Source: an optimization exercise on an open RTL-to-GDS flow (aim: small area, a short achievable clock period and few clock cycles per item). Production flows keep margins and buffers that such runs may drop. RTL that was checked went through simulation tests only; none was proved equivalent to the original. For run 4, only the layout was checked, not whether the RTL still works. Power and IR drop assume default switching activity.

$ cat flow/design.v
module fastpfor_planner (
    input  wire         clk,
    input  wire         rst,
    input  wire         in_valid,
    output wire         in_ready,
    input  wire [127:0] in_data,
    output wire         out_valid,
    input  wire         out_ready,
    output wire [5:0]   out_bw,
    output wire [7:0]   out_cex,
    output wire [5:0]   out_maxb
);
    function [5:0] bitlen;
        input [31:0] v;
        integer i;
        begin
            bitlen = 6'd0;
            for (i = 0; i < 32; i = i + 1)
                if (v[i]) bitlen = i[5:0] + 6'd1;
        end
    endfunction
    function [14:0] add15;
        input [14:0] a, b;
        input        ci;
        reg [15:0] g, p, gg, pp, g2, p2;
        integer i, s;
        begin
            g = {a & b, ci};
            p = {a ^ b, 1'b0};
            gg = g;
            pp = p;
            for (s = 1; s < 16; s = s * 2) begin
                g2 = gg;
                p2 = pp;
                for (i = 0; i < 16; i = i + 1)
                    if ((i / s) % 2 == 1) begin
                        g2[i] = gg[i] | (pp[i] & gg[(i / s) * s - 1]);
                        p2[i] = pp[i] & pp[(i / s) * s - 1];
                    end
                gg = g2;
                pp = p2;
            end
            add15 = p[15:1] ^ gg[14:0];
        end
    endfunction
    localparam S_ACC  = 1'b0;
    localparam S_READ = 1'b1;
    reg        state;
    reg        rfirst;     
    reg        first;      
    reg        clr;        
    reg        rdy;        
    reg [5:0]  abeat;      
    reg [5:0]  mxb;        
    reg [5:0]  mnb;        
    reg [5:0]  sb;         
    reg [5:0]  sm;         
    reg        ov;
    reg [5:0]  maxb;
    reg [5:0]  bestb;
    reg [7:0]  bestc;
    assign in_ready  = rdy;
    assign out_valid = ov;
    assign out_bw    = bestb;
    assign out_cex   = bestc;
    assign out_maxb  = maxb;
    reg [23:0] bl;         
    reg        bv;         
    reg        blast;      
    wire offer = in_valid && rdy;
    wire take  = offer && !rst;
    always @(posedge clk) begin
        bl    <= offer ? {bitlen(in_data[127:96]), bitlen(in_data[95:64]),
                          bitlen(in_data[63:32]),  bitlen(in_data[31:0])} : 24'd0;
        blast <= take && (abeat == 6'd63);
    end
    wire [255:0] cg;
    genvar k;
    generate
        for (k = 0; k < 32; k = k + 1) begin : g_cnt
            reg  [7:0] cnt;
            wire t0 = bl[5:0]   > k;
            wire t1 = bl[11:6]  > k;
            wire t2 = bl[17:12] > k;
            wire t3 = bl[23:18] > k;
            wire [7:0] c = cnt & {8{~clr}};
            wire a0 = c[0] ^ t0 ^ t1;
            wire ca = (c[0] & t0) | (c[0] & t1) | (t0 & t1);
            wire s0 = a0 ^ t2 ^ t3;
            wire cb = (a0 & t2) | (a0 & t3) | (t2 & t3);
            wire s1 = c[1] ^ ca ^ cb;
            wire cc = (c[1] & ca) | (c[1] & cb) | (ca & cb);
            always @(posedge clk)
                cnt <= {c[7] ^ (cc & (&c[6:2])),
                        c[6] ^ (cc & (&c[5:2])),
                        c[5] ^ (cc & (&c[4:2])),
                        c[4] ^ (cc & (&c[3:2])),
                        c[3] ^ (cc & c[2]),
                        c[2] ^ cc,
                        s1, s0};
            assign cg[8*k +: 8] = cnt;
        end
    endgenerate
    wire [5:0] l0 = bl[5:0], l1 = bl[11:6], l2 = bl[17:12], l3 = bl[23:18];
    wire g01 = l0 > l1, g02 = l0 > l2, g03 = l0 > l3;
    wire g12 = l1 > l2, g13 = l1 > l3, g23 = l2 > l3;
    wire q0 = !(l1 > l0) && !(l2 > l0) && !(l3 > l0);
    wire q1 = (l1 > l0) && !(l2 > l1) && !(l3 > l1);
    wire q2 = (l2 > l0) && (l2 > l1) && !(l3 > l2);
    wire q3 = !q0 && !q1 && !q2;
    wire [5:0] bmx = ({6{q0}} & l0) | ({6{q1}} & l1) | ({6{q2}} & l2) | ({6{q3}} & l3);
    wire upx = clr || (q0 && l0 > mxb) || (q1 && l1 > mxb) ||
                      (q2 && l2 > mxb) || (q3 && l3 > mxb);
    wire p0 = !g01 && !g02 && !g03;
    wire p1 = g01 && !g12 && !g13;
    wire p2 = g02 && g12 && !g23;
    wire p3 = !p0 && !p1 && !p2;
    wire [5:0] bmn = ({6{p0}} & l0) | ({6{p1}} & l1) | ({6{p2}} & l2) | ({6{p3}} & l3);
    wire upn = clr || (p0 && l0 < mnb) || (p1 && l1 < mnb) ||
                      (p2 && l2 < mnb) || (p3 && l3 < mnb);
    always @(posedge clk) begin
        if (upx) mxb <= bmx;
        if (bv && upn) mnb <= bmn;
    end
    wire [263:0] cgs   = {cg, 8'd0};
    wire [5:0]   idx   = rfirst ? mxb : sb;     
    wire         any   = (mxb != mnb);          
    wire [5:0]   rem1  = idx - mnb;             
    wire         rlast = !any || (rem1 == 6'd1);   
    wire         go    = (state == S_READ) && !(rfirst && ov);
    wire         start = go && rfirst;
    wire         done  = go && rlast;
    reg        rv, rl;
    reg [7:0]  rc;
    reg [5:0]  rm;
    reg [4:0]  rb;
    reg        mv, ml;
    reg [7:0]  mc;
    reg [4:0]  mb;
    reg [14:0] ms, mk;
    reg [13:0] bestcost;   
    reg [14:0] pp0, pp1, pp2, pp3, pp4, pp5, pb;
    reg [14:0] s1a, c1a, s1b, c1b, s2, c2, s3, c3, s4, c4;
    always @(*) begin
        pp0 = {7'd0, rc & {8{rm[0]}}};
        pp1 = {6'd0, rc & {8{rm[1]}}, 1'b0};
        pp2 = {5'd0, rc & {8{rm[2]}}, 2'b0};
        pp3 = {4'd0, rc & {8{rm[3]}}, 3'b0};
        pp4 = {3'd0, rc & {8{rm[4]}}, 4'b0};
        pp5 = {2'd0, rc & {8{rm[5]}}, 5'b0};
        pb  = {2'd0, rb, 8'd0};
        s1a = pp0 ^ pp1 ^ pp2;
        c1a = {(pp0 & pp1 | pp0 & pp2 | pp1 & pp2), 1'b0};
        s1b = pp3 ^ pp4 ^ pp5;
        c1b = {(pp3 & pp4 | pp3 & pp5 | pp4 & pp5), 1'b0};
        s2  = s1a ^ c1a ^ s1b;
        c2  = {(s1a & c1a | s1a & s1b | c1a & s1b), 1'b0};
        s3  = s2 ^ c2 ^ c1b;
        c3  = {(s2 & c2 | s2 & c1b | c2 & c1b), 1'b0};
        s4  = s3 ^ c3 ^ pb;
        c4  = {(s3 & c3 | s3 & pb | c3 & pb), 1'b0};
    end
    wire [14:0] nb = ~{1'b0, bestcost};
    wire [14:0] dx = ms ^ mk ^ nb;
    wire [14:0] dy = {(ms & mk | ms & nb | mk & nb), 1'b0};
    wire [14:0] dd = add15(dx, dy, 1'b1);
    wire        lt = dd[14];
    wire [14:0] cost = add15(ms, mk, 1'b0);
    always @(posedge clk) begin
        rc <= cgs[8*idx +: 8];
        rm <= rfirst ? 6'd8 : sm;
        rb <= idx[4:0] - 5'd1;
        ms <= s4;
        mk <= c4;
        mc <= rc;
        mb <= rb;
        if (go) begin
            sb <= idx - 6'd1;
            sm <= rfirst ? 6'd10 : sm + 6'd1;
        end
        if (start) begin
            maxb     <= mxb;
            bestb    <= mxb;
            bestc    <= 8'd0;
            bestcost <= {mxb, 8'd0};
        end else if (mv && lt) begin
            bestcost <= cost[13:0];
            bestb    <= {1'b0, mb};
            bestc    <= mc;
        end
    end
    reg state_n, first_n, done_n;
    always @(*) begin
        state_n = state;
        if (state == S_ACC) begin
            if (blast) state_n = S_READ;
        end else if (done) begin
            state_n = S_ACC;
        end
        first_n = first;
        if (bv)
            first_n = 1'b0;
        else if (done)
            first_n = 1'b1;
        done_n = (state == S_READ) && go && any && (rem1 == 6'd2);
    end
    always @(posedge clk) begin
        if (rst) begin
            state  <= S_ACC;
            rfirst <= 1'b0;
            first  <= 1'b1;
            clr    <= 1'b1;
            rdy    <= 1'b1;
            abeat  <= 6'd0;
            bv     <= 1'b0;
            ov     <= 1'b0;
            rv     <= 1'b0;
            rl     <= 1'b0;
            mv     <= 1'b0;
            ml     <= 1'b0;
        end else begin
            state  <= state_n;
            rfirst <= (state == S_ACC) ? blast : (rfirst && !go);
            first  <= first_n;
            clr    <= done_n || (state_n == S_ACC && first_n);
            if (take) abeat <= abeat + 6'd1;
            bv     <= take;
            if (state == S_ACC)
                rdy <= !(take && abeat == 6'd63) && !blast;
            else
                rdy <= go && (!any || rem1 <= 6'd3);
            rv <= go && any;
            rl <= rlast;
            mv <= rv;
            ml <= rv && rl;
            if (start && !any)
                ov <= 1'b1;
            else if (mv && ml)
                ov <= 1'b1;
            else if (out_ready)
                ov <= 1'b0;
        end
    end
endmodule
$ cat flow/flow/run.sh
#!/bin/bash
set -euo pipefail
bash standard.sh finish \
    "SETUP_SLACK_MARGIN=${MARGIN:-8.5}" \
    "BUFFER_PORTS_ARGS=-buffer_cell sky130_fd_sc_hd__buf_2" \
    > flow_make.log 2>&1
$ cat flow/standard.sh
#!/bin/bash
# synth_recipe.tcl (not shown) runs the flow's synth.tcl, then flattens the netlist and writes it again
# the make line also repeats each setting of config.mk as NAME=value (left out here)
make -C /OpenROAD-flow-scripts/flow DESIGN_CONFIG=/design/flow/config.mk WORK_HOME=/design/flow/orfs CLKGATE_MAP_FILE= SYNTH_SCRIPT=/design/flow/synth_recipe.tcl "${@:-finish}"
$ cat flow/config.mk
export PLATFORM = sky130hd
export DESIGN_NAME = fastpfor_planner
export DESIGN_NICKNAME = fastpfor_planner
export VERILOG_FILES = /design/flow/design.v
export SDC_FILE = /design/flow/constraint.sdc
export NUM_CORES = 4
export LEC_CHECK = 0
export CAP_MARGIN = 20
export CORE_MARGIN = 2
export CORE_UTILIZATION = 55
export CTS_CLUSTER_DIAMETER = 100
export CTS_CLUSTER_SIZE = 25
export SLEW_MARGIN = 20
$ cat flow/constraint.sdc
create_clock -name core_clock -period 12.0 [get_ports {clk}]
set_input_delay 2.4000 -clock core_clock [delete_from_list [all_inputs] [get_ports {clk}]]
set_output_delay 2.4000 -clock core_clock [all_outputs]
set_load 0.01 [all_outputs]
==> impl_metrics.json, run 1 <==
{
  "viasPerCell": 5.77,
  "syn_area_um2": 24500,
  "synth_top_family_by_area": "simple AND/OR/NAND/NOR gates",
  "synth_xor_area_share_pct": 6.81,
  "ys_seq_area_share_pct": 35.3,
  "cp_max_fo": 1,
  "ant_nets": 0,
  "max_freq_mhz": 287,
  "syn_nets": 3053,
  "synth-simple-area-share_pct": 20.2,
  "nets": 3168,
  "synth-seq-cells": 411,
  "ys.flop_type": "dfxtp_1",
  "grt_max_degree": 108,
  "hold_buffers": 0,
  "startpoint_type": "register",
  "critical_path.endpoint_type": "output port",
  "relSlewSlack_pct": 22.9,
  "hpwl_um": 47100,
  "crit_buf_inv": 1,
  "min_path_type": "reg2reg",
  "track_usage_pct": 28.3,
  "drc": 0,
  "overflow": 0,
  "synth.avg_cell_area_um2": 9.34,
  "final_common_cell": "dfxtp_1",
  "slew_viol_final": 0,
  "port-buffer-count": 153,
  "grt_setup_unrepaired": "yes",
  "crit_chain": "buf_2",
  "synth_edf_count": 42,
  "start_util_pct": 55.6,
  "drt-total-wl_um": 65000,
  "antenna_found_initial": 0,
  "synth_fa_ha_area_share_pct": 19.4,
  "path_delay_family": "flip-flops",
  "grt_pass1_vias": 19300,
  "worst_path_max_delay_cell": "edfxtp_1",
  "finalPower_mw": 3.14,
  "ys_warn_count": 1,
  "synth_mux_area_share_pct": 3.26,
  "crit_arrival_ns": 1.09,
  "cts_inserted_buffers": 20,
  "required_ns": 9.60,
  "synth.distinct_cells": 73,
  "worstSetupPathType": "reg2out",
  "finalCritPeriodShare_pct": 29.1,
  "fillerInstances": 3939,
  "first_pass_iters": 7,
  "fin_util_pct": 60.8,
  "n_antenna_cell": 0,
  "grt_pass1_wl_um": 105000,
  "ir_drop_mv": 0.0961,
  "cp_slowest_stage_delay_ns": 0.39,
  "cap_violations": 0,
  "leakagePower_nw": 10.9,
  "fin_tns_setup_ns": 0,
  "die_height_um": 215,
  "synth_top_area_share_pct": 30.1,
  "post-route-min-period_ns": 3.49,
  "syn-instance-count": 2624,
  "status": "complete, no violations",
  "fin_skew_ns": 0.0232,
  "die_x_um": 215,
  "routed-via-count": 19300,
  "tightest_slew_ns": 1.15,
  "syn_to_final_growth_pct": 9.41,
  "dr.first_iter.drc_count": 1446,
  "synth_compound_area_share_pct": 10.9,
  "htree_num_levels": 1,
  "cts_tree": "built",
  "power_density_nw_per_um2": 117,
  "setup_violations": 0,
  "yosysTopAreaCell": "dfxtp_1",
  "coreArea_um2": 44100,
  "hold_viol": 0,
  "die_area_um2": 46300,
  "mostFrequentLayoutCells": "dfxtp_1 (350), nand2_1 (294), nor2_1 (237), ha_1 (159), buf_2 (153)",
  "io_pins": 154,
  "root_buffer": "clkbuf_16",
  "clkSlewWorstSetupHoldPaths_ns": 0.11,
  "gp_congestion": 1.01,
  "rows": 77,
  "cts_buffer_depth": 3,
  "cts_sinks": 411,
  "wire_per_inst_um": 19.5,
  "drive_gt1_share_pct": 11.7,
  "insertion_delay_ns": 0.56,
  "synthArstFlopShare_pct": 0,
  "synth.area.top_cells": "dfxtp_1 (30%), fa_1 (11%), ha_1 (8.1%), edfxtp_1 (5.1%), nand2_1 (4.5%)"
}
[area by class of cell]
class / count / area [um2] / share of cell area, %
timing repair buffer: 195 / 1180 / 4.41
clock buffer: 27 / 548 / 2.04
inverter: 152 / 604 / 2.25
tap: 592 / 741 / 2.76
multi-input combinational: 1959 / 15000 / 56.1
sequential: 411 / 8690 / 32.4
clock inverter: 2 / 17.5 / 0.0653
[repair_timing]
item                       CTS  global route
setup buffers                7            13
resized for setup           48            36
pin swaps                    1             3
setup endpoints to repair  218            80
cloned                       1             0
[path summary, 6_finish.rpt]
check	depth (start not counted)	slack, ns	start	to
min	0	0.36	rb[4]	mb[4]
max reg2reg	10	8.57	bl[2]	g_cnt[12].cnt[7]
max	1	8.51	maxb[5]	out_maxb[5]
min reg2reg	0	0.36	rb[4]	mb[4]
[cell usage after synthesis (9+ instances only)]
cell type and number:
xor2_1 105, o31ai_1 25, edfxtp_1 42, nor2_1 246, a22oi_1 16, a21oi_1 108
nand2_1 294, or2_2 9, clkbuf_1 75, dfxtp_1 369, mux4_2 32, nor4_1 13
fa_1 138, and3_1 18, a311oi_1 25, and2_1 49, a211oi_1 19, nand4_1 42
buf_1 15, a21o_1 20, nor3b_1 35, inv_1 149, nor3_1 22, a222oi_1 13
o21ai_0 110, nand3_1 105, or4_1 12, o21bai_1 10, nand2b_1 51, o21a_1 13
nor2b_1 113, xnor2_1 83, ha_1 159
[flip-flops by register name, summed over array words and instances (netlist names), 8 cells and up]
signal / flops
mk: 9
bestc: 8
rc: 8
g_cnt.cnt: 256
bestcost: 14
bl: 24
ms: 14
mc: 8
[cell families (layout without fill, tap and decap cells)]
family / after synthesis / after routing
mux: 38 / 39
fa+ha+maj: 297 / 297
compound gates: 415 / 415
simple gates: 1019 / 1019
buf+inv: 255 / 376
xor+xnor: 189 / 189
flops: 411 / 411
[metrics by stage]
stage               instances  setup WS (ns)  hold slack [ns]  instance area, um2
floorplan                2624           8.44            0.331               24500
global placement         3288           7.45            0.345               25800
detailed placement       3288           7.46            0.345               25800
CTS                      3325           8.46            0.363               26600
global route             3338           8.38            0.370               26800
finish                   3338           8.51            0.365               26800
[metal layers]
metal / up-vias / wire (um) / global-route usage [%]
li1: 9195 / - / -
met1: 9291 / 28400 / 38.6
met2: 618 / 30400 / 47.7
met3: 161 / 3930 / 3.26
met4: 0 / 2350 / 8.37
met5: - / 0 / 0
[power breakdown]
group	leakage (nW)	total (mW)	internal, mW	switching (mW)
registers	3.42	1.67	1.54	0.123
logic	7.21	0.700	0.314	0.386
clock network	0.275	0.775	0.325	0.450
total	10.9	3.14	2.18	0.959
Testbench counts, summed over its fixed seeds: cycles 39,640, blocks 512.
==> run 2: changes to the inputs <==
--- a/flow/config.mk
+++ b/flow/config.mk
@@ -7,7 +7,7 @@
 export LEC_CHECK = 0
 export CAP_MARGIN = 20
 export CORE_MARGIN = 2
-export CORE_UTILIZATION = 55
+export CORE_UTILIZATION = 40
 export CTS_CLUSTER_DIAMETER = 100
 export CTS_CLUSTER_SIZE = 25
 export SLEW_MARGIN = 20
==> impl_metrics.json, run 2 <==
{
  "crit_arrival_ns": 1.08,
  "holdPathStages": 0,
  "ys_warn_count": 1,
  "crit_chain": "buf_2",
  "drt-total-wl_um": 66600,
  "cts_buffer_depth": 3,
  "gp_congestion": 0.939,
  "leakagePower_nw": 10.9,
  "grt_max_degree": 62,
  "antenna_found_initial": 0,
  "cap_violations": 0,
  "largest_reg_flops": 256,
  "min_path_type": "reg2reg",
  "insertion_delay_ns": 0.56,
  "synth_top_family_by_area": "simple AND/OR/NAND/NOR gates",
  "synth.avg_cell_area_um2": 9.34,
  "overflow": 0,
  "place_ws_ns": 6.74,
  "post-synth-top-count-cell": "dfxtp_1",
  "critical_path.endpoint_type": "output port",
  "drive_gt1_share_pct": 11.6,
  "worst_path_max_delay_cell": "edfxtp_1",
  "drc": 0,
  "cts_inserted_buffers": 20,
  "first_pass_iters": 6,
  "slew_viol_final": 0,
  "syn_to_final_growth_pct": 10.6,
  "ys_seq_area_share_pct": 35.3,
  "die_area_um2": 63300,
  "grt_setup_unrepaired": "yes",
  "required_ns": 9.60,
  "placed_cell_area_um2": 26000,
  "cp_slowest_stage_delay_ns": 0.38,
  "syn_nets": 3053,
  "worstSetupPathType": "reg2out",
  "syn-instance-count": 2624,
  "yosysTopAreaCell": "dfxtp_1",
  "regToRegStartpoint": "rfirst",
  "fillerInstances": 5816,
  "syn_area_um2": 24500,
  "tightest_slew_ns": 0.977,
  "grt_pass1_vias": 19700,
  "synth_mux_area_share_pct": 3.26,
  "htree_num_levels": 1,
  "relSlewSlack_pct": 34.4,
  "final_cells": 3526,
  "ir_drop_mv": 0.0774,
  "startpoint_type": "register",
  "track_usage_pct": 21.0,
  "mostFrequentLayoutCells": "dfxtp_1 (351), nand2_1 (294), nor2_1 (237), ha_1 (159), buf_2 (152)",
  "rows": 90,
  "wire_per_inst_um": 18.9,
  "synth-seq-cells": 411,
  "n_antenna_cell": 0,
  "fin_util_pct": 44.8,
  "coreArea_um2": 60500,
  "largest-register": "g_cnt.cnt",
  "nets": 3165,
  "routed-via-count": 19400,
  "ant_nets": 0,
  "synth_top_area_share_pct": 30.1,
  "synth.distinct_cells": 73,
  "ys.flop_type": "dfxtp_1",
  "synth-simple-area-share_pct": 20.2,
  "grt_pass1_wl_um": 107000,
  "fin_skew_ns": 0.0175,
  "r2r-end": "rc[2]",
  "synth_common_cells": "dfxtp_1 (369), nand2_1 (294), nor2_1 (246)",
  "max_freq_mhz": 287,
  "clkSlewWorstSetupHoldPaths_ns": 0.10,
  "hold_viol": 0,
  "cp_max_fo": 1,
  "cts_sinks": 411,
  "synth_compound_area_share_pct": 10.9,
  "status": "complete, no violations",
  "synth_edf_count": 42,
  "hold_buffers": 0,
  "setup_ws_ns": 8.52,
  "finalCritPeriodShare_pct": 29.0,
  "hpwl_um": 48200,
  "fin_tns_setup_ns": 0,
  "synth_xor_area_share_pct": 6.81,
  "setup_violations": 0,
  "synth_fa_ha_area_share_pct": 19.4,
  "dp_cells": 3478,
  "finalPower_mw": 3.16,
  "timing.hold.ws_ns": 0.363,
  "dr.first_iter.drc_count": 1282,
  "viasPerCell": 5.49,
  "port-buffer-count": 153,
  "path_delay_family": "flip-flops",
  "holdCritStartpoint": "rb[4]",
  "min_to": "mb[4]",
  "synth.area.top_cells": "dfxtp_1 (30%), fa_1 (11%), ha_1 (8.1%), edfxtp_1 (5.1%), nand2_1 (4.5%)",
  "root_buffer": "clkbuf_16",
  "post-route-min-period_ns": 3.48,
  "reg2reg_slack_ns": 8.58,
  "final_common_cell": "dfxtp_1",
  "reg_top3": "g_cnt.cnt x256, bl x24",
  "reg2reg_depth": 10,
  "crit_buf_inv": 1,
  "start_util_pct": 40.5,
  "io_pins": 154,
  "die_x_um": 252,
  "die_height_um": 252,
  "stdcell_area_um2": 27100,
  "power_density_nw_per_um2": 116,
  "synthArstFlopShare_pct": 0,
  "cts_tree": "built"
}
run 2: final cells by class:
class                      instances  area [um2]  area share (%)
timing repair buffer             192        1250            4.62
sequential                       411        8680            32.0
timing repair inverter             1        5.00          0.0185
clock inverter                     3        18.8          0.0692
multi-input combinational       1958       15000            55.4
tap                              782         978            3.61
inverter                         152         593            2.19
clock buffer                      27         558            2.06
run 2: cell families (layout without fill, tap and decap cells):
kind of cell / after synthesis / after routing
xor+xnor: 189 / 189
compound gates: 415 / 415
flops: 411 / 411
fa+ha+maj: 297 / 297
simple gates: 1019 / 1019
mux: 38 / 38
buf+inv: 255 / 375
run 2: how the worst max path moves through the flow:
stage / from / to / slack (ns) / depth (start not counted)
finish: maxb[3] / out_maxb[3] / 8.52 / 1
global route: maxb[3] / out_maxb[3] / 8.45 / 1
global placement: clr / g_cnt[14].cnt[7] / 6.88 / 11
detailed placement: clr / g_cnt[11].cnt[7] / 6.74 / 11
floorplan: in_data[50] / bl[6] / 8.44 / 5
CTS: maxb[3] / out_maxb[3] / 8.48 / 1
run 2: power breakdown:
part	internal, mW	switching, mW
sequential	1.54	0.125
combinational	0.318	0.388
clock	0.331	0.451
total	2.19	0.964
run 2: repair_timing:
item | CTS | global route
endpoints found under the setup margin | 255 | 80
buffers inserted | 7 | 7
gates resized for setup | 50 | 26
pin swaps | 1 | 3
cloned | 2 | 2
run 2: routing by layer:
| layer | track usage (%) | up-vias | routed length [um] |
|---|---|---|---|
| met5 | 0 | - | 0 |
| met4 | 6.26 | 0 | 2010 |
| li1 | - | 9185 | - |
| met2 | 35.1 | 501 | 31100 |
| met3 | 2.91 | 123 | 3370 |
| met1 | 28.3 | 9564 | 30100 |
==> run 3: changes to the inputs <==
==> flow/flow/run.sh (replaced) <==
#!/bin/bash
set -euo pipefail
bash standard.sh finish \
    "SETUP_SLACK_MARGIN=${MARGIN:-8.65}" \
    "BUFFER_PORTS_ARGS=-buffer_cell sky130_fd_sc_hd__buf_2" \
    > flow_make.log 2>&1
==> impl_metrics.json, run 3 <==
{
  "wire_per_inst_um": 19.0,
  "worstSetupPathType": "reg2out",
  "ant_nets": 0,
  "register_area_um2": 8710,
  "drive_gt1_share_pct": 14.0,
  "rows": 90,
  "n_antenna_cell": 0,
  "yosysTopAreaCell": "dfxtp_1",
  "path_delay_family": "flip-flops",
  "die_x_um": 252,
  "overflow": 0,
  "clkSlewWorstSetupHoldPaths_ns": 0.10,
  "htree_num_levels": 1,
  "crit_buf_inv": 1,
  "fin_util_pct": 45.7,
  "cp_max_fo": 1,
  "min_path_type": "reg2reg",
  "r2r-end": "rc[4]",
  "grt_pass1_vias": 19700,
  "drt-total-wl_um": 67300,
  "io_pins": 154,
  "hold_viol": 0,
  "holdPathStages": 0,
  "drc": 0,
  "status": "complete, no violations",
  "first_pass_iters": 7,
  "die_height_um": 252,
  "power_density_nw_per_um2": 118,
  "hpwl_um": 48200,
  "die_area_um2": 63300,
  "antenna_found_initial": 1,
  "routed-via-count": 19500,
  "post-synth-top-count-cell": "dfxtp_1",
  "cp.depth": 1,
  "largest_reg_flops": 256,
  "syn_area_um2": 24500,
  "startpoint_type": "register",
  "port-buffer-count": 153,
  "largest-register": "g_cnt.cnt",
  "crit_chain": "buf_2",
  "cts_tree": "built",
  "grt_setup_unrepaired": "yes",
  "synth_top_area_share_pct": 30.1,
  "reg_top3": "g_cnt.cnt x256, bl x24",
  "fin_skew_ns": 0.0226,
  "finalCritPeriodShare_pct": 29.1,
  "reg2reg_depth": 10,
  "fillerInstances": 5732,
  "nets": 3186,
  "leakagePower_nw": 11.1,
  "syn-instance-count": 2624,
  "tightest_slew_ns": 0.952,
  "final_common_cell": "dfxtp_1",
  "mostFrequentLayoutCells": "dfxtp_1 (343), nand2_1 (292), nor2_1 (231), ha_1 (159)",
  "synth.distinct_cells": 73,
  "multi_input_area_um2": 15200,
  "synth_edf_count": 42,
  "post-route-min-period_ns": 3.50,
  "syn_nets": 3053,
  "ys.flop_type": "dfxtp_1",
  "grt_pass1_wl_um": 106000,
  "crit_arrival_ns": 1.10,
  "synth-seq-cells": 411,
  "synth.avg_cell_area_um2": 9.34,
  "setup_violations": 0,
  "dr.first_iter.drc_count": 1481,
  "ys_warn_count": 1,
  "reg2reg_slack_ns": 8.75,
  "max_freq_mhz": 286,
  "grt_max_degree": 66,
  "worstSetupEndpoint": "out_bw[4]",
  "cp_slowest_stage_delay_ns": 0.39,
  "slew_viol_final": 0,
  "synth.area.top_cells": "dfxtp_1 (30%), fa_1 (11%), ha_1 (8.1%), edfxtp_1 (5.1%), nand2_1 (4.5%)",
  "start_util_pct": 40.5,
  "relSlewSlack_pct": 36.1,
  "fin_tns_setup_ns": 0,
  "cts_buffer_depth": 3,
  "ir_drop_mv": 0.0969,
  "ys_seq_area_share_pct": 35.3,
  "critical_path.endpoint_type": "output port",
  "cts_sinks": 411,
  "insertion_delay_ns": 0.57,
  "coreArea_um2": 60500,
  "cts_inserted_buffers": 22,
  "worst_path_max_delay_cell": "edfxtp_1",
  "setup.worst_path.start": "bestb[4]",
  "cap_violations": 0,
  "gp_congestion": 0.952,
  "track_usage_pct": 21.0,
  "required_ns": 9.60,
  "synthArstFlopShare_pct": 0,
  "viasPerCell": 5.51,
  "regToRegStartpoint": "rfirst",
  "syn_to_final_growth_pct": 12.7,
  "synth_common_cells": "dfxtp_1 (369), nand2_1 (294), nor2_1 (246)",
  "root_buffer": "clkbuf_16"
}
## run 3: worst reg2reg max path, cell delays in order, from the launching register on
cell	delay [ns]
dfxtp_1	0.34
buf_6	0.26
mux2i_4	0.31
buf_8	0.31
inv_2	0.09
clkbuf_8	0.35
mux4_2	0.43
a22oi_1	0.33
a21oi_1	0.19
a21oi_1	0.31
o31ai_1	0.19
## run 3: cells by family (layout without fill, tap and decap cells)
family	count (synthesis)	in the layout	share of synthesized area, %
AOI/OAI and AO/OA	415	415	10.9
adders and majority gates	297	297	19.4
xor gates and xnor gates	189	189	6.81
muxes	38	39	3.26
and+or+nand+nor	1019	1019	20.2
DFF	411	411	35.3
buffers and inverters	255	396	4.08
## run 3: per-stage QoR
| step | cell area (um2) | power (mW) | worst slack (ns) | hold slack [ns] | instances |
|---|---|---|---|---|---|
| floorplan | 24600 | 2.13 | 8.44 | 0.331 | 2624 |
| global placement | 26100 | 2.33 | 7.35 | 0.337 | 3477 |
| CTS | 27300 | 3.27 | 8.47 | 0.359 | 3528 |
| finish | 27600 | 3.27 | 8.50 | 0.357 | 3548 |
| detailed placement | 26100 | 2.37 | 7.24 | 0.341 | 3477 |
| global route | 27600 | 3.45 | 8.46 | 0.366 | 3548 |
## run 3: cell type report
class                      count  share of cell area (%)
timing repair inverter         1                  0.0181
sequential                   411                    31.5
clock buffer                  28                    2.15
clock inverter                 5                   0.358
timing repair buffer         210                    5.33
tap                          782                    3.54
inverter                     152                    2.15
multi-input combinational   1959                    54.9
## run 3: worst min-delay path by stage
stage / from / to / slack, ns
after floorplan: rb[4] / mb[4] / 0.33
after global placement: rb[4] / mb[4] / 0.34
after detailed placement: rb[4] / mb[4] / 0.34
after CTS: rb[4] / mb[4] / 0.36
after global routing: rb[4] / mb[4] / 0.37
final: rb[4] / mb[4] / 0.36
## run 3: metal layers
| metal | GRT usage (%) | vias up | share of wire (%) |
|---|---|---|---|
| li1 | - | 9234 | - |
| met1 | 27.3 | 9509 | 43 |
| met2 | 35.0 | 630 | 47 |
| met3 | 3.73 | 158 | 6.3 |
| met4 | 7.53 | 2 | 3.7 |
| met5 | 0 | - | 0.019 |
## run 3: repair_timing
item | in CTS | in global routing
setup endpoints to repair | 294 | 103
pin swaps | 4 | 13
hold buffers | 0 | 0
gates resized for setup | 90 | 60
setup buffers | 15 | 18
cloned | 3 | 2
## run 3: where the power goes
part	total, mW	switching, mW	internal [mW]	leakage (nW)
logic	0.727	0.397	0.330	7.34
registers	1.67	0.126	1.54	3.43
clock network	0.876	0.490	0.386	0.335
total	3.27	1.01	2.26	11.1
==> run 4: changes to the inputs <==
--- a/flow/design.v
+++ b/flow/design.v
@@ -54,7 +54,7 @@
     reg [5:0]  mxb;        
     reg [5:0]  mnb;        
     reg [5:0]  sb;         
-    reg [5:0]  sm;         
+    reg [5:0]  cm;         
     reg        ov;
     reg [5:0]  maxb;
     reg [5:0]  bestb;
@@ -131,9 +131,7 @@
     wire         start = go && rfirst;
     wire         done  = go && rlast;
     reg        rv, rl;
-    reg [7:0]  rc;
-    reg [5:0]  rm;
-    reg [4:0]  rb;
+    reg [7:0]  rc;         
     reg        mv, ml;
     reg [7:0]  mc;
     reg [4:0]  mb;
@@ -142,13 +140,13 @@
     reg [14:0] pp0, pp1, pp2, pp3, pp4, pp5, pb;
     reg [14:0] s1a, c1a, s1b, c1b, s2, c2, s3, c3, s4, c4;
     always @(*) begin
-        pp0 = {7'd0, rc & {8{rm[0]}}};
-        pp1 = {6'd0, rc & {8{rm[1]}}, 1'b0};
-        pp2 = {5'd0, rc & {8{rm[2]}}, 2'b0};
-        pp3 = {4'd0, rc & {8{rm[3]}}, 3'b0};
-        pp4 = {3'd0, rc & {8{rm[4]}}, 4'b0};
-        pp5 = {2'd0, rc & {8{rm[5]}}, 5'b0};
-        pb  = {2'd0, rb, 8'd0};
+        pp0 = {7'd0, rc & {8{cm[0]}}};
+        pp1 = {6'd0, rc & {8{cm[1]}}, 1'b0};
+        pp2 = {5'd0, rc & {8{cm[2]}}, 2'b0};
+        pp3 = {4'd0, rc & {8{cm[3]}}, 3'b0};
+        pp4 = {3'd0, rc & {8{cm[4]}}, 4'b0};
+        pp5 = {2'd0, rc & {8{cm[5]}}, 5'b0};
+        pb  = {2'd0, sb[4:0], 8'd0};
         s1a = pp0 ^ pp1 ^ pp2;
         c1a = {(pp0 & pp1 | pp0 & pp2 | pp1 & pp2), 1'b0};
         s1b = pp3 ^ pp4 ^ pp5;
@@ -168,15 +166,13 @@
     wire [14:0] cost = add15(ms, mk, 1'b0);
     always @(posedge clk) begin
         rc <= cgs[8*idx +: 8];
-        rm <= rfirst ? 6'd8 : sm;
-        rb <= idx[4:0] - 5'd1;
         ms <= s4;
         mk <= c4;
         mc <= rc;
-        mb <= rb;
+        mb <= sb[4:0];
         if (go) begin
             sb <= idx - 6'd1;
-            sm <= rfirst ? 6'd10 : sm + 6'd1;
+            cm <= rfirst ? 6'd8 : (cm == 6'd8) ? 6'd10 : cm + 6'd1;
         end
         if (start) begin
             maxb     <= mxb;
==> flow/flow/run.sh (replaced) <==
#!/bin/bash
set -euo pipefail
bash standard.sh finish \
    "SETUP_SLACK_MARGIN=${MARGIN:-8.5}" \
    "BUFFER_PORTS_ARGS=-buffer_cell sky130_fd_sc_hd__buf_2" \
    > flow_make.log 2>&1
==> impl_metrics.json, run 4 <==
{
  "status": "complete, no violations",
  "hpwl_um": 47800,
  "synth_top_area_share_pct": 29.1,
  "crit_arrival_ns": 1.16,
  "coreArea_um2": 60600,
  "start_util_pct": 40.7,
  "insertion_delay_ns": 0.58,
  "hold_viol": 0,
  "grt_pass1_wl_um": 105000,
  "path_delay_family": "flip-flops",
  "syn-instance-count": 2583,
  "synth_common_cells": "dfxtp_1 (358), nor2_1 (251), nand2_1 (231)",
  "place_ws_ns": 7.92,
  "root_buffer": "clkbuf_16",
  "setup_violations": 0,
  "cts_sinks": 400,
  "viasPerCell": 5.48,
  "grt_setup_unrepaired": "yes",
  "synth-seq-cells": 400,
  "synth_edf_count": 42,
  "gp_congestion": 0.954,
  "fin_tns_setup_ns": 0,
  "synth_fa_ha_area_share_pct": 19.3,
  "synth_compound_area_share_pct": 10.9,
  "cts_buffer_depth": 3,
  "ys_warn_count": 1,
  "final_common_cell": "dfxtp_1",
  "worst_path_max_delay_cell": "edfxtp_1",
  "clkSlewWorstSetupHoldPaths_ns": 0.10,
  "mostFrequentLayoutCells": "dfxtp_1 (334), nor2_1 (244), nand2_1 (230), ha_1 (160), inv_1 (152)",
  "cts_tree": "built",
  "wire_per_inst_um": 18.9,
  "synth.avg_cell_area_um2": 9.54,
  "cp_slowest_stage_delay_ns": 0.42,
  "critical_path.endpoint_type": "output port",
  "antenna_found_initial": 1,
  "syn_area_um2": 24600,
  "ant_nets": 0,
  "overflow": 0,
  "htree_num_levels": 1,
  "stdcell_area_um2": 27200,
  "max_freq_mhz": 281,
  "first_pass_iters": 5,
  "track_usage_pct": 20.6,
  "tightest_slew_ns": 1.18,
  "ys_seq_area_share_pct": 34.2,
  "drive_gt1_share_pct": 11.2,
  "drt-total-wl_um": 65900,
  "routed-via-count": 19100,
  "nets": 3117,
  "n_antenna_cell": 0,
  "startpoint_type": "register",
  "die_height_um": 252,
  "post-route-min-period_ns": 3.56,
  "rows": 90,
  "port-buffer-count": 153,
  "reg_top3": "g_cnt.cnt x256, bl x24",
  "cap_violations": 0,
  "largest_reg_flops": 256,
  "io_pins": 154,
  "crit_chain": "buf_2",
  "finalCritPeriodShare_pct": 29.7,
  "setup_ws_ns": 8.44,
  "leakagePower_nw": 11.5,
  "placed_cell_area_um2": 26100,
  "required_ns": 9.60,
  "cp_max_fo": 1,
  "power_density_nw_per_um2": 116,
  "synth_top_family_by_area": "adder cells",
  "min_path_type": "reg2reg",
  "synth.area.top_cells": "dfxtp_1 (29%), fa_1 (11%), ha_1 (8.1%), edfxtp_1 (5.1%), mux2i_1 (4.3%)",
  "worstSetupPathType": "reg2out",
  "largest-register": "g_cnt.cnt",
  "synth.distinct_cells": 77,
  "drc": 0,
  "slew_viol_final": 0,
  "die_x_um": 252,
  "syn_nets": 3013,
  "cts_inserted_buffers": 22,
  "synth_xor_area_share_pct": 6.76,
  "crit_buf_inv": 1,
  "relSlewSlack_pct": 21.4,
  "ys.flop_type": "dfxtp_1",
  "dr.first_iter.drc_count": 1259,
  "syn_to_final_growth_pct": 10.2,
  "yosysTopAreaCell": "dfxtp_1",
  "ir_drop_mv": 0.112,
  "synth_mux_area_share_pct": 6.23,
  "fin_skew_ns": 0.0344,
  "hold_buffers": 0,
  "synthArstFlopShare_pct": 0,
  "grt_max_degree": 116,
  "synth-simple-area-share_pct": 18.4,
  "post-synth-top-count-cell": "dfxtp_1",
  "die_area_um2": 63600,
  "grt_pass1_vias": 19700
}
[run 4: final timing paths]
kind            start        end  slack [ns]  cells past startpoint
min reg2reg     sb[4]      mb[4]        0.41                      0
max          bestb[0]  out_bw[0]        8.44                      1
max reg2reg    mxb[1]      rc[1]        8.56                      8
min             sb[4]      mb[4]        0.41                      0
[run 4: repair_timing]
item                       CTS  global route
buffers inserted             2             8
gates cloned                 3             1
pin swaps                    0             2
setup endpoints to repair  224            87
gates resized for setup     32            46
[run 4: metal layers]
layer	GRT usage, %	share of wire (%)	vias up
li1	-	-	9062
met1	26.5	44	9421
met2	35.9	48	479
met3	2.87	5.1	113
met4	6.20	2.7	0
met5	0	0	-
[run 4: where the power goes]
group	internal (mW)	leakage (nW)	total (mW)	switching (mW)
sequential	1.50	3.32	1.62	0.123
combinational	0.313	7.88	0.696	0.383
clock	0.355	0.328	0.838	0.483
total	2.17	11.5	3.16	0.989
[run 4: worst reg2reg max path, delay by kind of cell, from the launching register on]
family,cells,cell delay [ns]
mux,2,0.77
buf+inv,2,0.60
flops,1,0.60
simple gates,1,0.09
compound gates,3,1.22
[run 4: metrics by stage]
stage / util (%) / instances / power, mW / hold WS (ns)
after global routing: 44.8 / 3479 / 3.34 / 0.429
after floorplan: - / 2583 / 2.08 / 0.348
after global placement: 43.0 / 3431 / 2.28 / 0.374
after CTS: 44.5 / 3470 / 3.17 / 0.412
final: 44.8 / 3479 / 3.16 / 0.414
after detailed placement: 43.0 / 3431 / 2.31 / 0.389
[run 4: layout make-up]
type	instances	area (um2)
fill	5810	33400
multi-input combinational	1928	15300
sequential	400	8480
timing repair buffer	180	1110
tap	782	978
inverter	155	589
clock buffer	26	566
clock inverter	8	103
[run 4: cells by family (layout without fill, tap and decap cells)]
kind of cell	after synthesis	after routing
DFF	400	400
adders and majority gates	298	298
and+or+nand+nor	920	920
xor gates and xnor gates	187	187
buffers and inverters	255	369
muxes	127	127
AOI/OAI and AO/OA	396	396
==> run 5: changes to the inputs <==
--- a/flow/design.v
+++ b/flow/design.v
@@ -104,20 +104,18 @@
     wire [5:0] l0 = bl[5:0], l1 = bl[11:6], l2 = bl[17:12], l3 = bl[23:18];
     wire g01 = l0 > l1, g02 = l0 > l2, g03 = l0 > l3;
     wire g12 = l1 > l2, g13 = l1 > l3, g23 = l2 > l3;
-    wire q0 = !(l1 > l0) && !(l2 > l0) && !(l3 > l0);
-    wire q1 = (l1 > l0) && !(l2 > l1) && !(l3 > l1);
-    wire q2 = (l2 > l0) && (l2 > l1) && !(l3 > l2);
+    wire q0 = g01 && g02 && g03;
+    wire q1 = !g01 && g12 && g13;
+    wire q2 = !g02 && !g12 && g23;
     wire q3 = !q0 && !q1 && !q2;
     wire [5:0] bmx = ({6{q0}} & l0) | ({6{q1}} & l1) | ({6{q2}} & l2) | ({6{q3}} & l3);
-    wire upx = clr || (q0 && l0 > mxb) || (q1 && l1 > mxb) ||
-                      (q2 && l2 > mxb) || (q3 && l3 > mxb);
+    wire upx = clr || l0 > mxb || l1 > mxb || l2 > mxb || l3 > mxb;
     wire p0 = !g01 && !g02 && !g03;
     wire p1 = g01 && !g12 && !g13;
     wire p2 = g02 && g12 && !g23;
     wire p3 = !p0 && !p1 && !p2;
     wire [5:0] bmn = ({6{p0}} & l0) | ({6{p1}} & l1) | ({6{p2}} & l2) | ({6{p3}} & l3);
-    wire upn = clr || (p0 && l0 < mnb) || (p1 && l1 < mnb) ||
-                      (p2 && l2 < mnb) || (p3 && l3 < mnb);
+    wire upn = clr || l0 < mnb || l1 < mnb || l2 < mnb || l3 < mnb;
     always @(posedge clk) begin
         if (upx) mxb <= bmx;
         if (bv && upn) mnb <= bmn;
==> impl_metrics.json, run 5 <==
{
  "status": "complete, no violations",
  "crit_chain": "buf_2",
  "fin_tns_setup_ns": 0,
  "syn_nets": 2992,
  "cts_buffer_depth": 3,
  "cts_tree": "built",
  "largest_reg_flops": 256,
  "synthArstFlopShare_pct": 0,
  "synth.area.top_cells": "dfxtp_1 (29%), fa_1 (11%), ha_1 (8.2%), edfxtp_1 (5.2%), xor2_1 (3.9%)",
  "crit_buf_inv": 1,
  "yosysTopAreaCell": "dfxtp_1",
  "overflow": 0,
  "max_freq_mhz": 286,
  "grt_pass1_vias": 19300,
  "ys.flop_type": "dfxtp_1",
  "power_frac_comb_pct": 21.3,
  "power_density_nw_per_um2": 114,
  "busiest_layer": "met2",
  "crit_arrival_ns": 1.10,
  "synth_common_cells": "dfxtp_1 (358), nor2_1 (254), nand2_1 (206)",
  "stdcell_area_um2": 26700,
  "finalPower_mw": 3.05,
  "leakagePower_nw": 11.3,
  "post-synth-top-count-cell": "dfxtp_1",
  "p_int_mw": 2.12,
  "final_cells": 3451,
  "clkPwrFrac_pct": 25.7,
  "port-buffer-count": 153,
  "start_util_pct": 40.4,
  "critical_path.endpoint_type": "output port",
  "reg2reg_slack_ns": 8.57,
  "met3_usage_pct": 2.34,
  "syn-instance-count": 2562,
  "required_ns": 9.60,
  "ys_warn_count": 1,
  "hold_viol": 0,
  "die_x_um": 251,
  "hpwl_um": 48000,
  "cp_max_fo": 1,
  "dp_cells": 3408,
  "drc": 0,
  "largest-register": "g_cnt.cnt",
  "synth-seq-cells": 400,
  "tightest_slew_ns": 1.22,
  "holdCritStartpoint": "sb[4]",
  "nets": 3091,
  "min_path_type": "reg2reg",
  "grt_pass1_wl_um": 105000,
  "grt_max_degree": 113,
  "switching_share_pct": 30.5,
  "root_buffer": "clkbuf_16",
  "final_common_cell": "dfxtp_1",
  "synth.distinct_cells": 73,
  "gp_congestion": 0.922,
  "regToRegStartpoint": "bl[22]",
  "mostFrequentLayoutCells": "dfxtp_1 (341), nor2_1 (242), nand2_1 (205), ha_1 (160), buf_2 (153)",
  "cap_violations": 0,
  "placed_cell_area_um2": 25800,
  "startpoint_type": "register",
  "seqPwrFrac_pct": 53.0,
  "fin_skew_ns": 0.0170,
  "synth_edf_count": 42,
  "cts_sinks": 400,
  "ys_seq_area_share_pct": 34.6,
  "rows": 90,
  "p_switching_mw": 0.928,
  "reg_top3": "g_cnt.cnt x256, bl x24",
  "met2_usage_pct": 35.5,
  "syn_area_um2": 24300,
  "coreArea_um2": 60200,
  "ant_nets": 0,
  "dr.first_iter.drc_count": 1336,
  "grt_setup_unrepaired": "yes",
  "synth.avg_cell_area_um2": 9.49,
  "drt-total-wl_um": 65300,
  "cp_slowest_stage_delay_ns": 0.39,
  "setup_violations": 0,
  "die_height_um": 251,
  "ir_drop_mv": 0.108,
  "worstSetupPathType": "reg2out",
  "io_pins": 154,
  "use_met1_pct": 28.0,
  "first_pass_iters": 8,
  "clkSlewWorstSetupHoldPaths_ns": 0.10,
  "htree_num_levels": 1,
  "setup_ws_ns": 8.50,
  "drive_gt1_share_pct": 11.1,
  "syn_to_final_growth_pct": 9.94,
  "insertion_delay_ns": 0.56,
  "die_area_um2": 62800,
  "finalCritPeriodShare_pct": 29.2,
  "viasPerCell": 5.42,
  "worst_path_max_delay_cell": "edfxtp_1",
  "path_delay_family": "flip-flops",
  "slew_viol_final": 0,
  "track_usage_pct": 20.8,
  "wire_per_inst_um": 18.9,
  "antenna_found_initial": 1,
  "synth_top_area_share_pct": 29.5,
  "place_ws_ns": 7.78,
  "routed-via-count": 18700,
  "post-route-min-period_ns": 3.50,
  "relSlewSlack_pct": 18.8,
  "n_antenna_cell": 0,
  "setup.worst_path.start": "maxb[5]",
  "cts_inserted_buffers": 20
}
run 5: cell count changes after synthesis, sizes merged, moves of 6 or more:
| cell | delta |
|---|---|
| a221o | -13 |
| a222oi | +13 |
| a22o | -13 |
| mux2i | -21 |
| nand2 | -25 |
| nand2b | -11 |
| nand3 | +15 |
| nor4 | -9 |
| o211ai | +6 |
| o21ai | +26 |
| o31ai | +7 |
run 5: logic make-up after synthesis:
logic type / after synthesis / share of synthesized area (%)
AOI/OAI and AO/OA: 424 / 11.4
DFF: 400 / 34.6
xor gates and xnor gates: 188 / 6.77
adders and majority gates: 298 / 19.6
buffers and inverters: 255 / 4.13
and+or+nand+nor: 890 / 18.0
muxes: 107 / 5.44
run 5: path summary, 6_finish.rpt:
kind	end	depth (start not counted)
worst max register to register	mxb[4]	8
worst min-delay path	mb[4]	0
worst max-delay path	out_maxb[5]	1
worst min register to register	mb[4]	0
run 5: repair_timing:
| action | CTS | global route |
|---|---|---|
| endpoints found under the setup margin | 220 | 100 |
| gates resized for setup | 36 | 39 |
| pin swaps | 1 | 2 |
| setup buffers | 5 | 6 |
| hold buffers | 0 | 0 |
| cloned | 2 | 0 |
run 5: area by class of cell:
class | instances | area (um2)
Clock inverter | 3 | 30.0
Timing Repair Buffer | 179 | 1090
Inverter | 153 | 586
Multi-Input combinational cell | 1907 | 15000
Tap cell | 782 | 978
Clock buffer | 27 | 548
Sequential cell | 400 | 8480
Fill cell | 5798 | 33500
run 5: stage by stage:
step,hold WS (ns),utilization [%]
2_1_floorplan,0.348,-
3_3_place_gp,0.357,42.8
3_5_place_dp,0.361,42.8
4_1_cts,0.385,44.1
5_1_grt,0.394,44.4
6_report,0.380,44.4
run 5: routing by layer:
metal / vias to the layer above / part of all wire (%) / routed length [um]
met5: - / 0.021 / 14
met4: 2 / 2.6 / 1720
met3: 120 / 4.5 / 2950
met2: 429 / 48 / 31200
met1: 9168 / 45 / 29400
li1: 8984 / - / -
run 5: power by group through the flow:
stage	clock (mW)	sequential (mW)	combinational (mW)
floorplan	0	1.59	0.453
global placement	0	1.64	0.591
detailed placement	0	1.64	0.626
CTS	0.812	1.61	0.640
global route	0.858	1.63	0.738
finish	0.783	1.61	0.649
Testbench counts of run 5, summed over its fixed seeds: cycles 39,640, blocks 512.
==> run 6: changes to the inputs <==
==> flow/flow/run.sh (replaced) <==
#!/bin/bash
set -euo pipefail
bash standard.sh finish \
    "SETUP_SLACK_MARGIN=${MARGIN:-8.56}" \
    "BUFFER_PORTS_ARGS=-buffer_cell sky130_fd_sc_hd__buf_2" \
    > flow_make.log 2>&1
==> impl_metrics.json, run 6 <==
{
  "crit_buf_inv": 1,
  "synth_top_area_share_pct": 29.5,
  "hold_buffers": 0,
  "cts_buffer_depth": 3,
  "dr.first_iter.drc_count": 1369,
  "syn-instance-count": 2562,
  "slew_viol_final": 0,
  "viasPerCell": 5.44,
  "required_ns": 9.60,
  "finalCritPeriodShare_pct": 28.9,
  "path_delay_family": "flip-flops",
  "yosysTopAreaCell": "dfxtp_1",
  "timing.hold.ws_ns": 0.381,
  "worstSetupPathType": "reg2out",
  "overflow": 0,
  "route.met3.wl_um": 3340,
  "critical_path.endpoint_type": "output port",
  "finalPower_mw": 3.07,
  "grt_pass1_wl_um": 105000,
  "synth_edf_count": 42,
  "start_util_pct": 40.4,
  "track_usage_pct": 20.7,
  "antenna_found_initial": 0,
  "place_ws_ns": 7.59,
  "grt_pass1_vias": 19200,
  "crit_chain": "buf_2",
  "io_pins": 154,
  "wire_per_inst_um": 19.1,
  "synth.avg_cell_area_um2": 9.49,
  "power_density_nw_per_um2": 114,
  "die_height_um": 251,
  "largest-register": "g_cnt.cnt",
  "tightest_slew_ns": 1.05,
  "reg_top3": "g_cnt.cnt x256, bl x24",
  "first_pass_iters": 7,
  "crit_arrival_ns": 1.07,
  "fin_tns_setup_ns": 0,
  "ant_nets": 0,
  "grt_setup_unrepaired": "yes",
  "synth.area.top_cells": "dfxtp_1 (29%), fa_1 (11%), ha_1 (8.2%), edfxtp_1 (5.2%), xor2_1 (3.9%)",
  "dr.max_layer_used": "met4",
  "cts_inserted_buffers": 21,
  "ir_drop_mv": 0.0927,
  "cp_max_fo": 1,
  "cts_tree": "built",
  "placed_cell_area_um2": 25800,
  "grt_max_degree": 116,
  "fillerInstances": 5743,
  "rows": 90,
  "ys.flop_type": "dfxtp_1",
  "ys_seq_area_share_pct": 34.6,
  "routed-via-count": 18900,
  "die_area_um2": 62800,
  "syn_nets": 2992,
  "nets": 3104,
  "hold_viol": 0,
  "drc": 0,
  "final_common_cell": "dfxtp_1",
  "syn_to_final_growth_pct": 10.5,
  "htree_num_levels": 1,
  "setup_ws_ns": 8.53,
  "syn_area_um2": 24300,
  "wl_met1_um": 28600,
  "cp_slowest_stage_delay_ns": 0.38,
  "cap_violations": 0,
  "status": "complete, no violations",
  "largest_reg_flops": 256,
  "clkSlewWorstSetupHoldPaths_ns": 0.10,
  "insertion_delay_ns": 0.56,
  "final_cells": 3465,
  "root_buffer": "clkbuf_16",
  "dp_cells": 3412,
  "worst_path_max_delay_cell": "edfxtp_1",
  "min_path_type": "reg2reg",
  "mostFrequentLayoutCells": "dfxtp_1 (337), nor2_1 (245), nand2_1 (205), ha_1 (160), inv_1 (147)",
  "synth_common_cells": "dfxtp_1 (358), nor2_1 (254), nand2_1 (206)",
  "coreArea_um2": 60200,
  "ys_warn_count": 1,
  "leakagePower_nw": 11.4,
  "wl_met2_um": 31400,
  "synth-seq-cells": 400,
  "die_x_um": 251,
  "hpwl_um": 48800,
  "stdcell_area_um2": 26900,
  "drive_gt1_share_pct": 11.7,
  "gp_congestion": 0.992,
  "port-buffer-count": 153,
  "synthArstFlopShare_pct": 0,
  "cts_sinks": 400,
  "n_antenna_cell": 0,
  "post-route-min-period_ns": 3.47,
  "drt-total-wl_um": 66100,
  "synth.distinct_cells": 73,
  "max_freq_mhz": 288,
  "fin_skew_ns": 0.0292,
  "setup_violations": 0,
  "fin_util_pct": 44.6,
  "relSlewSlack_pct": 30.1,
  "post-synth-top-count-cell": "dfxtp_1",
  "startpoint_type": "register"
}
==> run 6: final timing paths <==
path | start | endpoint | slack, ns | depth (start not counted)
max reg2reg | bl[9] | g_cnt[10].cnt[7] | 8.56 | 11
max | maxb[1] | out_maxb[1] | 8.53 | 1
min | sb[4] | mb[4] | 0.38 | 0
min reg2reg | sb[4] | mb[4] | 0.38 | 0
==> run 6: layer usage <==
metal | vias to the layer above | track usage, %
li1 | 9012 | -
met1 | 9170 | 26.6
met2 | 528 | 35.6
met3 | 154 | 2.50
met4 | 0 | 7.60
met5 | - | 0
==> run 6: where the power goes <==
group | total, mW | internal [mW] | switching [mW]
registers | 1.61 | 1.50 | 0.113
clock network | 0.804 | 0.339 | 0.465
logic | 0.663 | 0.301 | 0.362
==> run 6: layout make-up <==
| class | instances | area, um2 | area share, % |
|---|---|---|---|
| clock inverter | 5 | 58.8 | 0.219 |
| timing repair buffer | 191 | 1210 | 4.49 |
| multi-input combinational | 1907 | 15000 | 55.9 |
| tap | 782 | 978 | 3.64 |
| sequential | 400 | 8470 | 31.5 |
| clock buffer | 27 | 558 | 2.08 |
| inverter | 153 | 588 | 2.19 |
==> run 6: cell families after synthesis <==
group,share of synthesized area (%)
flip-flops,34.6
buffers and inverters,4.13
multiplexers,5.44
adder cells (fa/ha/maj),19.6
XOR/XNOR,6.77
AO/OA/AOI/OAI,11.4
AND/OR/NAND/NOR,18.0
==> run 6: timing repair <==
item                       4_1_cts  5_1_grt
resized for setup               51       41
pin swaps                        1        5
hold endpoints to repair         0        0
setup endpoints to repair      214      102
cloned                           0        1
setup buffers                    9       11

static timing again, ports no longer ideal:
In the flow no input, the clock included, has a driving cell. The finished layouts below were timed again as built, in two steps. Step 1 sets driving cells, clkbuf_16 on the clock port and buf_2 on the other inputs (assumed; they add their load-dependent delay and slew). Step 2 times the ports against the registers' clock, not the clock port: input delays grow and output delays shrink by t, the midpoint of the rising clock arrivals with the driver on. Three values: ideal, step 1, step 2; two values: the first two.
run | t (ns) | setup WS [ns] | slew at the worst register clock pin (ns)
run 1 | 0.609 | 8.512 / 8.453 / 8.045 | 0.12 / 0.12
run 2 | 0.606 | 8.516 / 8.458 / 8.145 | 0.11 / 0.11
run 3 | 0.621 | 8.503 / 8.444 / 8.158 | 0.10 / 0.10
run 4 | 0.622 | 8.441 / 8.385 / 8.152 | 0.11 / 0.11
run 5 | 0.614 | 8.501 / 8.442 / 8.118 | 0.11 / 0.11
run 6 | 0.601 | 8.531 / 8.475 / 8.059 | 0.11 / 0.11
After both steps setup and hold are still met in every run listed. The setup slack of run 6, which loses most, moves by -0.056 ns with the drivers and by -0.472 ns with both steps.
